Background: an optimization exercise with open tools, aiming at small area. Do not read the settings as production practice.
In this exercise RTL edits were held to simulation tests only and were not proved equivalent to the original.
Power is estimated from default activity; no workload was simulated.

`design.v`:
```
module ws5_fdc (
    input  wire        clk,
    input  wire        rst,
    input  wire        in_valid,
    input  wire [7:0]  in_byte,
    output wire        in_ready,
    input  wire        bus_req,
    input  wire        bus_we,
    input  wire [8:0]  bus_addr,
    input  wire [1:0]  bus_size,
    input  wire [31:0] bus_wdata,
    output wire [31:0] bus_rdata,
    output wire        bus_err,
    output wire        irq
);
    localparam integer BUF_CAP  = 32;
    localparam integer BIN_LEN  = 9;
    localparam integer PROX_BIT = 6;
    localparam [7:0]   SEC_MASK = 8'h00;
    reg [8*BUF_CAP-1:0] buf_q;      
    reg [5:0]           idx_q;      
    reg                 pend_q;     
    reg                 fkind_q;    
    reg [5:0]           flen_q;     
    reg                 ev_ovf_q;
    reg                 ev_rsy_q;
    reg [2:0]           ie_q;
    wire       acc_ok = (bus_size == 2'd2) && (bus_addr[1:0] == 2'b00);
    wire [6:0] word   = bus_addr[8:2];
    wire       rd_en  = bus_req && !bus_we && acc_ok && !rst;
    wire       wr_en  = bus_req &&  bus_we && acc_ok && !rst;
    assign bus_err  = bus_req && (rst || !acc_ok);
    assign in_ready = !pend_q && !rst;
    assign irq      = (pend_q && ie_q[0]) || (ev_ovf_q && ie_q[1]) || (ev_rsy_q && ie_q[2]);
    wire       valid_bin = pend_q && !fkind_q;
    wire [1:0] mode      = (idx_q == 6'd0) ? 2'b00 : (buf_q[7] ? 2'b01 : 2'b10);
    wire [7:0] d0 = buf_q[ 0 +: 8];
    wire [7:0] d1 = buf_q[ 8 +: 8];
    wire [7:0] d2 = buf_q[16 +: 8];
    wire [7:0] d3 = buf_q[24 +: 8];
    wire [7:0] d4 = buf_q[32 +: 8];
    wire [7:0] d5 = buf_q[40 +: 8];
    wire [7:0] d6 = buf_q[48 +: 8];
    wire [7:0] d7 = buf_q[56 +: 8];
    wire [7:0] d8 = buf_q[64 +: 8];
    reg [2:0] cls_row;
    reg [2:0] cls_kind;
    always @* begin
        if      ((d0 & 8'hFC) == 8'hC0) begin cls_row = 3'd0; cls_kind = 3'd1; end
        else if ((d0 & 8'hFE) == 8'h80) begin cls_row = 3'd1; cls_kind = 3'd2; end
        else if ((d0 & 8'hB8) == 8'hA0) begin cls_row = 3'd2; cls_kind = 3'd3; end
        else if ((d0 & 8'hBE) == 8'hB4) begin cls_row = 3'd3; cls_kind = 3'd3; end
        else if ((d0 & 8'hBE) == 8'hA8) begin cls_row = 3'd4; cls_kind = 3'd4; end
        else if ((d0 & 8'hBE) == 8'hB0) begin cls_row = 3'd5; cls_kind = 3'd4; end
        else if ((d0 & 8'hBE) == 8'hAA) begin cls_row = 3'd6; cls_kind = 3'd5; end
        else                            begin cls_row = 3'd7; cls_kind = 3'd7; end
    end
    wire cls_prox = (cls_kind == 3'd3 || cls_kind == 3'd4 || cls_kind == 3'd5) && d0[PROX_BIT];
    wire cls_sec  = (d0 & SEC_MASK) != 8'h00;
    wire [31:0] pkt_val = valid_bin
        ? {8'h00, d0, 7'h00, cls_sec, cls_prox, d0[0], cls_row, cls_kind}
        : 32'h0000_0038;
    wire [15:0] pos_x    = {d1[6:0], d2[6:0], d3[6:5]};
    wire [15:0] pos_y    = {d3[4:0], d4[6:0], d5[6:3]};
    wire [9:0]  pressure = {d5[2:0], d6[6:0]};
    wire [31:0] tilt_x   = {{25{d7[6]}}, d7[6:0]};
    wire [31:0] tilt_y   = {{25{d8[6]}}, d8[6:0]};
    wire [6:0]  tilt_xb  = d7[6:0] ^ 7'h40;
    wire [6:0]  tilt_yb  = d8[6:0] ^ 7'h40;
    wire [31:0] thr_mag  = {22'd0, d5[2:0], d6[6:0]};
    wire [31:0] throttle = d8[3] ? (32'd0 - thr_mag) : thr_mag;
    wire [31:0] rel_wheel = d8[0] ? (d8[1] ? 32'd0 : 32'hFFFF_FFFF) : (d8[1] ? 32'd1 : 32'd0);
    wire [10:0] rot_raw  = {d6[3:0], d7[6:0]};
    wire [31:0] rot_angle = (rot_raw < 11'd900) ? (32'd0 - {21'd0, rot_raw})
                                                : (32'd1799 - {21'd0, rot_raw});
    wire [11:0] tool_id  = {d1[6:0], d2[6:2]};
    wire [31:0] serial   = {d2[1:0], d3[6:0], d4[6:0], d5[6:0], d6[6:0], d7[6:5]};
    reg [31:0] rd_val;
    always @* begin
        rd_val = 32'h0000_0000;
        case (word)
            7'd0:  rd_val = {SEC_MASK, 5'd0, 3'd6, 8'd9, 8'd32};
            7'd1:  rd_val = {8'd0, 2'd0, idx_q, 2'd0, flen_q, 3'd0, !pend_q, mode, fkind_q, pend_q};
            7'd2:  rd_val = 32'h0000_0000;
            7'd3:  rd_val = {30'd0, ev_rsy_q, ev_ovf_q};
            7'd4:  rd_val = {29'd0, ie_q};
            7'd5:  rd_val = {29'd0, ev_rsy_q && ie_q[2], ev_ovf_q && ie_q[1], pend_q && ie_q[0]};
            7'd8:  rd_val = pkt_val;
            7'd9:  rd_val = valid_bin ? {16'd0, pos_x}    : 32'd0;
            7'd10: rd_val = valid_bin ? {16'd0, pos_y}    : 32'd0;
            7'd11: rd_val = valid_bin ? {22'd0, pressure} : 32'd0;
            7'd12: rd_val = valid_bin ? tilt_x            : 32'd0;
            7'd13: rd_val = valid_bin ? tilt_y            : 32'd0;
            7'd14: rd_val = valid_bin ? {25'd0, tilt_xb}  : 32'd0;
            7'd15: rd_val = valid_bin ? {25'd0, tilt_yb}  : 32'd0;
            7'd16: rd_val = valid_bin ? throttle          : 32'd0;
            7'd17: rd_val = valid_bin ? rel_wheel         : 32'd0;
            7'd18: rd_val = valid_bin ? {21'd0, rot_raw}  : 32'd0;
            7'd19: rd_val = valid_bin ? rot_angle         : 32'd0;
            7'd20: rd_val = valid_bin ? {20'd0, tool_id}  : 32'd0;
            7'd21: rd_val = valid_bin ? serial            : 32'd0;
            7'd32: rd_val = 32'h0001_C0FC;
            7'd33: rd_val = 32'h0002_80FE;
            7'd34: rd_val = 32'h0003_A0B8;
            7'd35: rd_val = 32'h0003_B4BE;
            7'd36: rd_val = 32'h0004_A8BE;
            7'd37: rd_val = 32'h0004_B0BE;
            7'd38: rd_val = 32'h0005_AABE;
            default: begin
                if (word >= 7'd64 && word < 7'd64 + BUF_CAP)
                    rd_val = {24'd0, buf_q[8*(word - 7'd64) +: 8]};
            end
        endcase
    end
    assign bus_rdata = rd_en ? rd_val : 32'h0000_0000;
    reg [8*BUF_CAP-1:0] buf_n;
    reg [5:0]           idx_n;
    reg                 pend_n;
    reg                 fkind_n;
    reg [5:0]           flen_n;
    reg                 ev_ovf_n;
    reg                 ev_rsy_n;
    reg [2:0]           ie_n;
    integer             i;
    always @* begin
        buf_n    = buf_q;
        idx_n    = idx_q;
        pend_n   = pend_q;
        fkind_n  = fkind_q;
        flen_n   = flen_q;
        ev_ovf_n = ev_ovf_q;
        ev_rsy_n = ev_rsy_q;
        ie_n     = ie_q;
        if (wr_en) begin
            case (word)
                7'd2: begin
                    if (bus_wdata[1]) begin                  
                        buf_n    = {8*BUF_CAP{1'b0}};
                        idx_n    = 6'd0;
                        pend_n   = 1'b0;
                        fkind_n  = 1'b0;
                        flen_n   = 6'd0;
                        ev_ovf_n = 1'b0;
                        ev_rsy_n = 1'b0;
                    end else if (bus_wdata[0] && pend_q) begin   
                        buf_n    = {8*BUF_CAP{1'b0}};
                        idx_n    = 6'd0;
                        pend_n   = 1'b0;
                        fkind_n  = 1'b0;
                        flen_n   = 6'd0;
                    end
                end
                7'd3: begin
                    if (bus_wdata[0]) ev_ovf_n = 1'b0;
                    if (bus_wdata[1]) ev_rsy_n = 1'b0;
                end
                7'd4: ie_n = bus_wdata[2:0];
                default: ;
            endcase
        end
        if (in_valid && !pend_q && !rst) begin
            if (in_byte[7]) begin                            
                if (idx_n != 6'd0) ev_rsy_n = 1'b1;
                buf_n = {8*BUF_CAP{1'b0}};
                idx_n = 6'd0;
            end else if (idx_n == BUF_CAP) begin             
                ev_ovf_n = 1'b1;
                buf_n = {8*BUF_CAP{1'b0}};
                idx_n = 6'd0;
            end
            for (i = 0; i < BUF_CAP; i = i + 1)              
                if (idx_n == i) buf_n[8*i +: 8] = in_byte;
            idx_n = idx_n + 6'd1;
            if (idx_n == BIN_LEN && buf_n[7]) begin          
                pend_n  = 1'b1;
                fkind_n = 1'b0;
                flen_n  = BIN_LEN;
                idx_n   = 6'd0;
            end else if (in_byte == 8'h0D && !buf_n[7]) begin    
                for (i = 0; i < BUF_CAP; i = i + 1)
                    if (idx_n == i + 1) buf_n[8*i +: 8] = 8'h00;
                pend_n  = 1'b1;
                fkind_n = 1'b1;
                flen_n  = idx_n;
                idx_n   = 6'd0;
            end
        end
    end
    always @(posedge clk) begin
        if (rst) begin
            buf_q    <= {8*BUF_CAP{1'b0}};
            idx_q    <= 6'd0;
            pend_q   <= 1'b0;
            fkind_q  <= 1'b0;
            flen_q   <= 6'd0;
            ev_ovf_q <= 1'b0;
            ev_rsy_q <= 1'b0;
            ie_q     <= 3'b000;
        end else begin
            buf_q    <= buf_n;
            idx_q    <= idx_n;
            pend_q   <= pend_n;
            fkind_q  <= fkind_n;
            flen_q   <= flen_n;
            ev_ovf_q <= ev_ovf_n;
            ev_rsy_q <= ev_rsy_n;
            ie_q     <= ie_n;
        end
    end
endmodule
```
`run.sh`:
```
#!/bin/bash
# synth_recipe.tcl (not shown) runs the flow's synth.tcl, then flattens the netlist and writes it again
# the make line also repeats each setting of config.mk as NAME=value (left out here)
make -C /OpenROAD-flow-scripts/flow DESIGN_CONFIG=/design/flow/config.mk WORK_HOME=/design/flow/orfs CLKGATE_MAP_FILE= SYNTH_SCRIPT=/design/flow/synth_recipe.tcl finish
```
`config.mk`:
```
export PLATFORM = sky130hd
export DESIGN_NAME = ws5_fdc
export DESIGN_NICKNAME = ws5_fdc
export VERILOG_FILES = /design/flow/design.v
export SDC_FILE = /design/flow/constraint.sdc
export NUM_CORES = 4
export LEC_CHECK = 0
export CAP_MARGIN = 20
export CORE_MARGIN = 2
export CORE_UTILIZATION = 40
export PLACE_DENSITY = 0.6
export SLEW_MARGIN = 20
```
`constraint.sdc`:
```
create_clock -name core_clock -period 10.0 [get_ports {clk}]
set_input_delay 2.0000 -clock core_clock [delete_from_list [all_inputs] [get_ports {clk}]]
set_output_delay 2.0000 -clock core_clock [all_outputs]
set_load 0.01 [all_outputs]
```
==> impl_metrics.env <==
export IMPL_htree_levels=1
export IMPL_cp_start_kind="input port"
export IMPL_slowest_stage="nand4_1"
export IMPL_syn_area_sq_mm=0.0145
export IMPL_cts_sinks=275
export IMPL_outcome="no timing/DRC/antenna violations"
export IMPL_initial_utilization=0.407
export IMPL_cp_data_arrival_time_ns=5.97
export IMPL_drc=0
export IMPL_drive_gt1_frac=0.140
export IMPL_io_pins=91
export IMPL_cts_root_buf="clkbuf_16"
export IMPL_holdPathStages=2
export IMPL_antenna_found_initial=1
export IMPL_pre_cts_slack_ns=2.20
export IMPL_r2r_start="pend_q"
export IMPL_multi_input_area_sq_mm=0.00848
export IMPL_grt_max_degree=86
export IMPL_dpl_cell_area_sq_mm=0.0155
export IMPL_finClkSkew_ns=0.0193
export IMPL_grt_pass1_vias=13324
export IMPL_powerDensity_mw_per_mm2=146
export IMPL_antenna_cells=0
export IMPL_vdd_drop_max_mv=0.127
export IMPL_synth_seq_cells=275
export IMPL_fillers=3443
export IMPL_ff_latch_area_sq_mm=0.00551
export IMPL_design_area_sq_mm=0.0165
export IMPL_worstPathCellList="clkdlybuf4s50_1, buf_4, nor2_1, nand4_1, inv_1, a31oi_1, and3_1, buf_4, a31oi_1, clkdlybuf4s50_1"
export IMPL_fin_nets=1580
export IMPL_switching_share=0.261
export IMPL_max_stage_delay_ns=0.71
export IMPL_hold_class="flop to flop"
export IMPL_gp_congestion=0.997
export IMPL_min_from="buf_q[119]"
export IMPL_area_delta_synth_final_pct=13.4
export IMPL_synth_edf_count=0
export IMPL_path_max_fanout=36
export IMPL_p_sw_uw=629
export IMPL_dieHeight_microns=195
export IMPL_synth_area_per_cell_sq_um=9.66
export IMPL_worstSetupPathType="input port to output pin"
export IMPL_tightest_slew_ns=1.12
export IMPL_die_x_microns=195
export IMPL_synth_top_area_cell="dfxtp_1"
export IMPL_dp_hpwl_mm=45.3
export IMPL_setup_tns_final_ns=0
export IMPL_p_seq_frac=0.460
export IMPL_io_buffers=61
export IMPL_post_cts_setup_buffers=0
export IMPL_cp_top_family="buffers and inverters"
export IMPL_fin_crit_sh=0.797
export IMPL_fmax_ghz=0.125
export IMPL_post_drt_via_cell_ratio=6.82
export IMPL_rsz0062_at_grt="false"
export IMPL_die_area_sq_mm=0.0378
export IMPL_cts_tree="done"
export IMPL_synth_async_reset_ratio=0
export IMPL_clkPwrFrac=0.453
export IMPL_setup_slack_ns=2.03
export IMPL_internal_power_uw=1780
export IMPL_ys_warn_count=1
export IMPL_core_region_area_sq_mm=0.0357
export IMPL_synth_top_cell_area_share=0.379
export IMPL_path_clk_slew_ns=0.06
export IMPL_grt_use_total=0.328
export IMPL_r2r_end="buf_q[171]"
export IMPL_synth_top_flop_cell="dfxtp_1"
export IMPL_clockBufferDepth=3
export IMPL_setup_violations=0
export IMPL_maxSlewViolCount=0
export IMPL_holdPathEnd="buf_q[119]"
export IMPL_comb_power_share=0.087
export IMPL_rows=69
export IMPL_dr_pass1_iters=7
export IMPL_synthDistinctLibCells=83
export IMPL_p_leak_uw=0.00562
export IMPL_drv_cap=0
export IMPL_r2r_slack_ns=6.06
export IMPL_drt_iter0_drc=1505
export IMPL_synthCells=1504
export IMPL_synth_top_cells_by_area="dfxtp_1 38%, mux4_2 12%, a22o_1 7.7%"
export IMPL_cts_made_buffers=30
export IMPL_overflow=0
export IMPL_hold_buffers=0
export IMPL_critical_path_n_buffers_inverters=5
export IMPL_ant_nets=0
export IMPL_final_util=0.462
export IMPL_grt_first_pass_wirelength_mm=92.1
export IMPL_slew_headroom=0.246
export IMPL_post_cts_resized=0
export IMPL_totalWireLength_mm=62.7
export IMPL_seq_area_frac_synth=0.379
export IMPL_syn_nets=1568
export IMPL_num_vias=13649
export IMPL_period_minus_slack_ns=7.97
export IMPL_reg2reg_depth=11
export IMPL_critPathCaptureType="output pin"
export IMPL_routedWlPerCell_microns=31.3
export IMPL_clock_latency_ns=0.58
export IMPL_hold_viol_final=0
export IMPL_cp_required_ns=8.00
## how the worst max path moves through the flow
stage	from	end	slack [ns]	cells past startpoint
6_report	bus_addr[4]	bus_rdata[15]	2.03	10
3_5_place_dp	bus_addr[4]	bus_rdata[15]	2.20	10
2_1_floorplan	bus_addr[2]	bus_rdata[0]	3.98	6
4_1_cts	bus_addr[4]	bus_rdata[15]	2.19	10
3_3_place_gp	bus_addr[4]	bus_rdata[15]	2.12	10
5_1_grt	bus_addr[4]	bus_rdata[12]	1.97	10
## per-stage QoR
step	total power, uW	hold slack [ns]	cells
global placement	1340	0.428	1945
CTS	2410	0.442	2001
global route	2480	0.462	2001
detailed placement	1340	0.430	1945
finish	2410	0.442	2001
floorplan	1250	0.409	1504
## power groups by stage
| stage | Combinational [uW] | Clock, uW | Sequential [uW] |
|---|---|---|---|
| detailed placement | 204 | 0 | 1130 |
| finish | 210 | 1090 | 1110 |
| floorplan | 127 | 0 | 1130 |
| global route | 220 | 1150 | 1110 |
| CTS | 205 | 1100 | 1110 |
| global placement | 204 | 0 | 1130 |
## kinds of logic after synthesis
family / after synthesis / synth area share
buf+inv: 139 / 0.0385
compound gates: 523 / 0.273
simple gates: 450 / 0.160
xor+xnor: 18 / 0.0109
flops: 275 / 0.379
fa+ha+maj: 8 / 0.00689
mux: 91 / 0.132
## sequential cells by signal, indices dropped and copies added, names as in the netlist
signal	flops
fkind_q	1
idx_q	6
buf_q	256
flen_q	6
ie_q	3
ev_ovf_q	1
pend_q	1
ev_rsy_q	1
## cells in the final DEF (no fill, tap or decap), drive strengths merged, types with 35 or more instances in the layout
master           n
o21ai           88
clkbuf          46
mux4            80
nand2          127
o2bb2ai         35
dfxtp          275
a22o           127
nor3            36
nor2           102
a21oi           70
clkdlybuf4s50   57
nand3           35
buf             37
a22oi           68
## synthesized netlist by cell type (10+ instances only)
| cell type | n |
|---|---|
| dfxtp_1 | 275 |
| a22o_1 | 127 |
| nand2_1 | 127 |
| nor2_1 | 102 |
| mux4_2 | 80 |
| o21ai_0 | 72 |
| a21oi_1 | 70 |
| clkbuf_1 | 70 |
| a22oi_1 | 68 |
| nand3_1 | 35 |
| o2bb2ai_1 | 35 |
| nor3_1 | 30 |
| nand2b_1 | 26 |
| inv_1 | 25 |
| buf_2 | 24 |
| buf_1 | 19 |
| nor2b_1 | 19 |
| a31oi_1 | 17 |
| and2_1 | 14 |
| or3_1 | 14 |
| a222oi_1 | 13 |
| a221oi_1 | 12 |
| nand4_1 | 12 |
| mux2i_1 | 10 |
| xnor2_1 | 10 |
## tightest hold or removal path, stage by stage, from the launching register on
cell and delay [ns]:
dfxtp_1 0.31, nand2_1 0.05, a31oi_1 0.03
## final cells by class
cell class	instances	share of cell area
repair buffers	94	0.0519
multi-input cells	1090	0.515
inverters	25	0.00570
flip-flops and latches	275	0.334
clock inverters	10	0.00547
clock buffers	46	0.0529
well taps	461	0.0350
## metal layers
| metal | up-vias | share of wire | global-route usage |
|---|---|---|---|
| li1 | 5904 | - | - |
| met1 | 6786 | 0.39 | 0.407 |
| met2 | 741 | 0.46 | 0.537 |
| met3 | 216 | 0.077 | 0.0590 |
| met4 | 2 | 0.065 | 0.189 |
| met5 | - | 0.00019 | 0 |

[afterwards: timing with drivers on the ports]
No port has a modelled driver above. Below, the same layout with a new extraction and two added sets of constraints. Step 1: set_driving_cell puts a clkbuf_16 on clk and a buf_2 on each other input, an assumption about the parent block. Step 2, shift: input delay + t, output delay - t, t = (earliest + latest rising clock arrival at the registers) / 2. This alone moves slack from input paths to output paths. Three values: no drivers, after step 1, after step 2; two values: the first two.
shift t [ns]: 0.622
slack for setup (ns): 2.029 / 2.005 / 2.005
hold WS [ns]: 0.442 / 0.442 / 0.442
latest minus earliest clock arrival (ns): 0.020 / 0.020
cell pins on the clock port's net: 1
After both steps setup and hold are still met in this run. For this run, drivers alone change the setup slack by -0.024 ns; drivers and shift together by -0.024 ns.
